This is an optimization exercise on Yosys and OpenROAD, whose aim is small area, a short achievable clock period and few clock cycles, not a production implementation.
Where RTL was checked, it was by simulation tests only, not by an equivalence proof against the original.
Power is estimated from default activity; no workload was simulated.

red:
## cvfp
module cvfp (
    input  wire        clk,
    input  wire        rst,
    input  wire        cmd_valid,
    output wire        cmd_ready,
    input  wire [3:0]  cmd_op,
    input  wire [15:0] cmd_a,
    input  wire [7:0]  cmd_b,
    input  wire        pv_valid,
    output wire        pv_ready,
    input  wire [7:0]  pv_data,
    output reg         rsp_valid,
    output reg  [2:0]  rsp_code,
    output reg  [15:0] rsp_data
);
Settings: LEC_CHECK=0, CAP_MARGIN=20, CORE_MARGIN=2, CORE_UTILIZATION=40, PLACE_DENSITY=0.6, SLEW_MARGIN=20; clock period 10.0 ns.
run.sh (not shown) runs the stock make flow with config.mk's settings and CLKGATE_MAP_FILE= SYNTH_SCRIPT=/design/flow/synth_recipe.tcl, a recipe that flattens the netlist after the stock synthesis.
red: done, clean on timing, DRC and antenna
Testbench counts of red, summed over its fixed seeds: cycles 52,111.
## Diff of input files: blue against red
==> flow/flow/run.sh (new file) <==
#!/bin/bash
set -euo pipefail
bash standard.sh SETUP_SLACK_MARGIN=${MARGIN:-6.5} finish > standard.log 2>&1
==> flow/standard.sh (new file) <==
#!/bin/bash
# synth_recipe.tcl (not shown) runs the flow's synth.tcl, then flattens the netlist and writes it again
# the make line also repeats each setting of config.mk as NAME=value (left out here)
make -C /OpenROAD-flow-scripts/flow DESIGN_CONFIG=/design/flow/config.mk WORK_HOME=/design/flow/orfs CLKGATE_MAP_FILE= SYNTH_SCRIPT=/design/flow/synth_recipe.tcl "${@:-finish}"
diff --git a/flow/config.mk b/flow/config.mk
--- a/flow/config.mk
+++ b/flow/config.mk
@@ -7,0 +8 @@
+export ABC_CLOCK_PERIOD_IN_PS = 3000
@@ -12,0 +14 @@
+export TNS_END_PERCENT = 100
removed: flow/run.sh
Notes after the runs:
The final layouts of blue and red pass the timing, design-rule and antenna checks. Against red, blue reports a logic depth of the worst path, buffers included that is higher. The lower combinational fraction of design power came out of red. blue vs red, worst setup slack went up by 1180 ps.
> inputs changed (blue -> green)
==> flow/run.sh (new file) <==
#!/bin/bash
# synth_recipe.tcl (not shown) runs the flow's synth.tcl, then flattens the netlist and writes it again
# the make line also repeats each setting of config.mk as NAME=value (left out here)
make -C /OpenROAD-flow-scripts/flow DESIGN_CONFIG=/design/flow/config.mk WORK_HOME=/design/flow/orfs CLKGATE_MAP_FILE= SYNTH_SCRIPT=/design/flow/synth_recipe.tcl finish
diff --git a/flow/config.mk b/flow/config.mk
--- a/flow/config.mk
+++ b/flow/config.mk
@@ -12,0 +13 @@
+export SETUP_SLACK_MARGIN = 5
removed: flow/flow/run.sh
removed: flow/standard.sh
Findings:
- green ended up with a lower number of antenna violations at the first check in global routing than blue did.
- A worst-path cell with the longest stage delay of or4b_1 is what green shows, while or4b_4 belongs to blue.
- Taking blue as the reference, in green total power now smaller; number of gates on the worst path with buffers counted now smaller.

========
== v46 ==
cvfp, a different RTL version from the one above (not shown whole).
Size: about 4300 cells after synthesis, roughly 2400 flip-flops, about 63000 um^2 of cells after synthesis.
==> flow/design.v (excerpt) <==
module cvfp (
    input  wire        clk,
    input  wire        rst,
    input  wire        cmd_valid,
    output wire        cmd_ready,
    input  wire [3:0]  cmd_op,
    input  wire [15:0] cmd_a,
    input  wire [7:0]  cmd_b,
    input  wire        pv_valid,
    output wire        pv_ready,
    input  wire [7:0]  pv_data,
    output reg         rsp_valid,
    output reg  [2:0]  rsp_code,
    output reg  [15:0] rsp_data
);
    localparam BUFSZ = 258;
    localparam F     = 10;           
    localparam M     = BUFSZ - F;    
    localparam QN    = 4;            
    localparam QW    = 2;
    localparam OP_CLR   = 4'h0;
    localparam OP_PUSH  = 4'h1;
    localparam OP_RDB   = 4'h2;
    localparam OP_ENC   = 4'h3;
    localparam OP_SUM   = 4'h4;
    localparam OP_VAL   = 4'h5;
    localparam OP_WFQ   = 4'h6;
    localparam OP_FSZ   = 4'h7;
    localparam OP_GETF  = 4'h8;
    localparam OP_GETB  = 4'h9;
    localparam OP_GETSB = 4'hA;
    localparam OP_GETH  = 4'hB;
    localparam OP_RDST  = 4'hC;
    localparam R_OK         = 3'd0;
    localparam R_ERR        = 3'd1;
    localparam R_UNDERRUN   = 3'd2;
    localparam R_OVERFLOW   = 3'd3;
    localparam R_PARAMLEN   = 3'd4;
    localparam R_NOTVALID   = 3'd5;
    localparam R_PARAMRANGE = 3'd6;
    localparam R_BADOP      = 3'd7;
    localparam K_ZX = 2'd0;      
  ...
clock: 10.0 ns
lec_check: 0
abc_clock_period_in_ps: 3000
cap_margin: 20
core_margin: 2
core_utilization: 60
place_density: 0.7
slew_margin: 20
tns_end_percent: 100
standard.sh (not shown) runs the stock make flow with config.mk's settings and CLKGATE_MAP_FILE= SYNTH_SCRIPT=/design/flow/synth_recipe.tcl, a recipe that flattens the netlist after the stock synthesis.
==> flow/flow/run.sh <==
#!/bin/bash
set -euo pipefail
bash standard.sh SETUP_SLACK_MARGIN=${MARGIN:-6.6} \
  "CTS_ARGS=-sink_clustering_enable -repair_clock_nets -dont_use_dummy_load -sink_clustering_size 24 -sink_clustering_max_diameter 60" \
  finish > standard.log 2>&1
## Diff of input files: v13 against v46
- changing CORE_UTILIZATION from 60 to 70
- changing PLACE_DENSITY from 0.7 to 0.78
==> flow/flow/run.sh <==
#!/bin/bash
set -euo pipefail
bash standard.sh SETUP_SLACK_MARGIN=${MARGIN:-6.6} \
  "CTS_ARGS=-sink_clustering_enable -repair_clock_nets -dont_use_dummy_load -sink_clustering_size 20 -sink_clustering_max_diameter 50 -sink_clustering_buffer sky130_fd_sc_hd__clkbuf_8" \
  finish > standard.log 2>&1
--- outcome ---
Going from v46 to v13, the clock input transition at the sequential cells of the worst setup and hold paths was found to have gone up by 20 ps.
Final area is lower on v13
Number of instances resized during post-cts repair delta for v13 relative to v46: 11% higher
Diff v46 -> v13: overall global routing resource usage higher, number of antenna violations at the first check in global routing shows an increase of 3, number of well taps lower.
What v19 does differently from v13 at the input level:
- PLACE_DENSITY now 0.7, was 0.78
- CORE_UTILIZATION now 60, was 70
==> flow/flow/run.sh <==
#!/bin/bash
set -euo pipefail
bash standard.sh SETUP_SLACK_MARGIN=${MARGIN:-6.8} \
  "BUFFER_PORTS_ARGS=-buffer_cell sky130_fd_sc_hd__buf_4" \
  "CTS_ARGS=-sink_clustering_enable -repair_clock_nets -dont_use_dummy_load -sink_clustering_size 24 -sink_clustering_max_diameter 60" \
  finish > standard.log 2>&1
### Flow results
v19 completed; timing, DRC and antenna clean
From v19 to v13, fraction of the mapped netlist area in simple logic gates did not move at all.
For the die area, v19 came in about 16% higher than v13 did.
Internal cell power: v19 > v13
v19 against v13: sequential group share of total power now sits lower; wire length now sits higher.
v13 leaves less setup margin than v19.
Relative slew slack ended up 1.0 points lower on v19 than on v13.
Measured against v13, the non-clock buffer count of v19 comes out at 1.3 times the reference value.
Compared with v13, final area in v19 increased by a few percent.
Of v19 and v13, it is v19 that has the lower final hold slack.
No functional check of the RTL was part of any run of this note.

========
Another version of the RTL of cvfp (not shown whole).
Size in the first run: about 4300 cells after synthesis, about 2400 flip-flops, roughly 62 I/O pins.
==> flow/config.mk <==
export PLATFORM = sky130hd
export DESIGN_NAME = cvfp
export DESIGN_NICKNAME = cvfp
export VERILOG_FILES = /design/flow/design.v
export SDC_FILE = /design/flow/constraint.sdc
export NUM_CORES = 4
export LEC_CHECK = 0
export ABC_CLOCK_PERIOD_IN_PS = 3000
export CAP_MARGIN = 20
export CORE_MARGIN = 2
export CORE_UTILIZATION = 60
export PLACE_DENSITY = 0.7
export SLEW_MARGIN = 20
export TNS_END_PERCENT = 100
==> flow/constraint.sdc <==
create_clock -name core_clock -period 10.0 [get_ports {clk}]
set_input_delay 2.0000 -clock core_clock [delete_from_list [all_inputs] [get_ports {clk}]]
set_output_delay 2.0000 -clock core_clock [all_outputs]
set_load 0.01 [all_outputs]
==> flow/flow/run.sh <==
#!/bin/bash
set -euo pipefail
bash standard.sh SETUP_SLACK_MARGIN=${MARGIN:-6.8} \
  "BUFFER_PORTS_ARGS=-buffer_cell sky130_fd_sc_hd__buf_4" \
  "CTS_ARGS=-sink_clustering_enable -repair_clock_nets -dont_use_dummy_load -sink_clustering_size 16 -sink_clustering_max_diameter 50 -sink_clustering_buffer sky130_fd_sc_hd__clkbuf_8" \
  finish > standard.log 2>&1
Edit:
==> flow/flow/run.sh (replaced) <==
#!/bin/bash
set -euo pipefail
bash standard.sh SETUP_SLACK_MARGIN=${MARGIN:-6.8} \
  "BUFFER_PORTS_ARGS=-buffer_cell sky130_fd_sc_hd__buf_4" \
  "CTS_ARGS=-sink_clustering_enable -repair_clock_nets -dont_use_dummy_load -sink_clustering_size 24 -sink_clustering_max_diameter 60" \
  finish > standard.log 2>&1
Result:
- critical path depth does not change
- sequential cell count is unchanged
- cell area grows by 0.99%
- via count shrinks by 0.61%
- worst hold slack is worse by 0.024 ns
- clock skew grows by 0.032 ns
- total power grows by 4.7%
- clock-buffer cell count shrinks by 46
- area after synthesis stays the same
- worst setup slack barely changes
- clock power grows by 17%
No functional check of the RTL was part of any run of this note.

========
Another version of the RTL of cvfp (not shown whole).
Size: roughly 2,400 flip-flops, about 64,000 µm² of cells after synthesis.
clock: 10.0 ns
lec_check: 0
abc_clock_period_in_ps: 3000
cap_margin: 20
core_margin: 2
core_utilization: 70
place_density: 0.78
slew_margin: 20
tns_end_percent: 100
==> flow/flow/run.sh <==
#!/bin/bash
set -euo pipefail
bash standard.sh SETUP_SLACK_MARGIN=${MARGIN:-6.6} \
  "CTS_ARGS=-sink_clustering_enable -repair_clock_nets -dont_use_dummy_load -sink_clustering_size 24 -sink_clustering_max_diameter 60 -buf_list {sky130_fd_sc_hd__clkbuf_8 sky130_fd_sc_hd__clkbuf_16}" \
  finish > standard.log 2>&1
Testbench counts at the start, summed over its fixed seeds: cycles 52,111.
Edit:
==> flow/flow/run.sh (replaced) <==
#!/bin/bash
set -euo pipefail
bash standard.sh SETUP_SLACK_MARGIN=${MARGIN:-6.6} \
  "CTS_ARGS=-sink_clustering_enable -repair_clock_nets -dont_use_dummy_load -sink_clustering_size 24 -sink_clustering_max_diameter 60" \
  finish > standard.log 2>&1
--- a/flow/config.mk
+++ b/flow/config.mk
@@ -9,6 +9,6 @@
 export CAP_MARGIN = 20
 export CORE_MARGIN = 2
-export CORE_UTILIZATION = 70
-export PLACE_DENSITY = 0.78
+export CORE_UTILIZATION = 60
+export PLACE_DENSITY = 0.7
 export SLEW_MARGIN = 20
 export TNS_END_PERCENT = 100
What happened: The changed run produced a clean layout. Hold slack improves by 0.019 ns. Global-route usage falls by 7.4 points. Routed wire length falls by roughly a tenth. Final area rises slightly. Sequential share of layout area falls by 0.32 points. Worst setup slack improves by 0.095 ns. Die area rises by about a fifth. Register-to-register slack improves by 0.095 ns. Power falls slightly. Flip-flop and latch count does not change.

what the ideal ports hide:
No port has a modelled driver above. Below, the same layouts with a new extraction and two added sets of constraints. Step 1 assumes that a clkbuf_16 drives the clock port and a buf_2 every other input. Step 2 adds t to the input delays and takes it off the output delays; t is the mean of the earliest and latest rising clock arrival at the registers after step 1. Input paths then give back, and output paths get back, about the clock's delay inside the block. a / b / c = ideal ports / drivers / drivers and shift; a / b = the first two.
run	shift t [ns]	slack for setup (ns)	worst data-port slew with drivers (ns)
red	0.872	5.122 / 5.122 / 5.122	0.04
blue	0.871	6.307 / 6.307 / 6.215	0.04
green	0.873	5.356 / 5.356 / 5.356	0.04
v46	0.775	6.646 / 6.600 / 5.952	0.04
v13	0.776	6.630 / 6.582 / 5.936	0.06
v19	0.772	6.638 / 6.627 / 6.354	0.05
the first run of note 3	0.768	6.661 / 6.701 / 5.933	0.06
the second run of note 3	0.780	6.664 / 6.705 / 5.925	0.06
the first run of note 4	0.805	6.557 / 6.557 / 6.133	0.05
the second run of note 4	0.789	6.652 / 6.594 / 6.115	0.04
After both steps setup and hold are still met in every run listed. The setup slack of the second run of note 3, which loses most, moves by +0.041 ns with the drivers and by -0.739 ns with both steps.
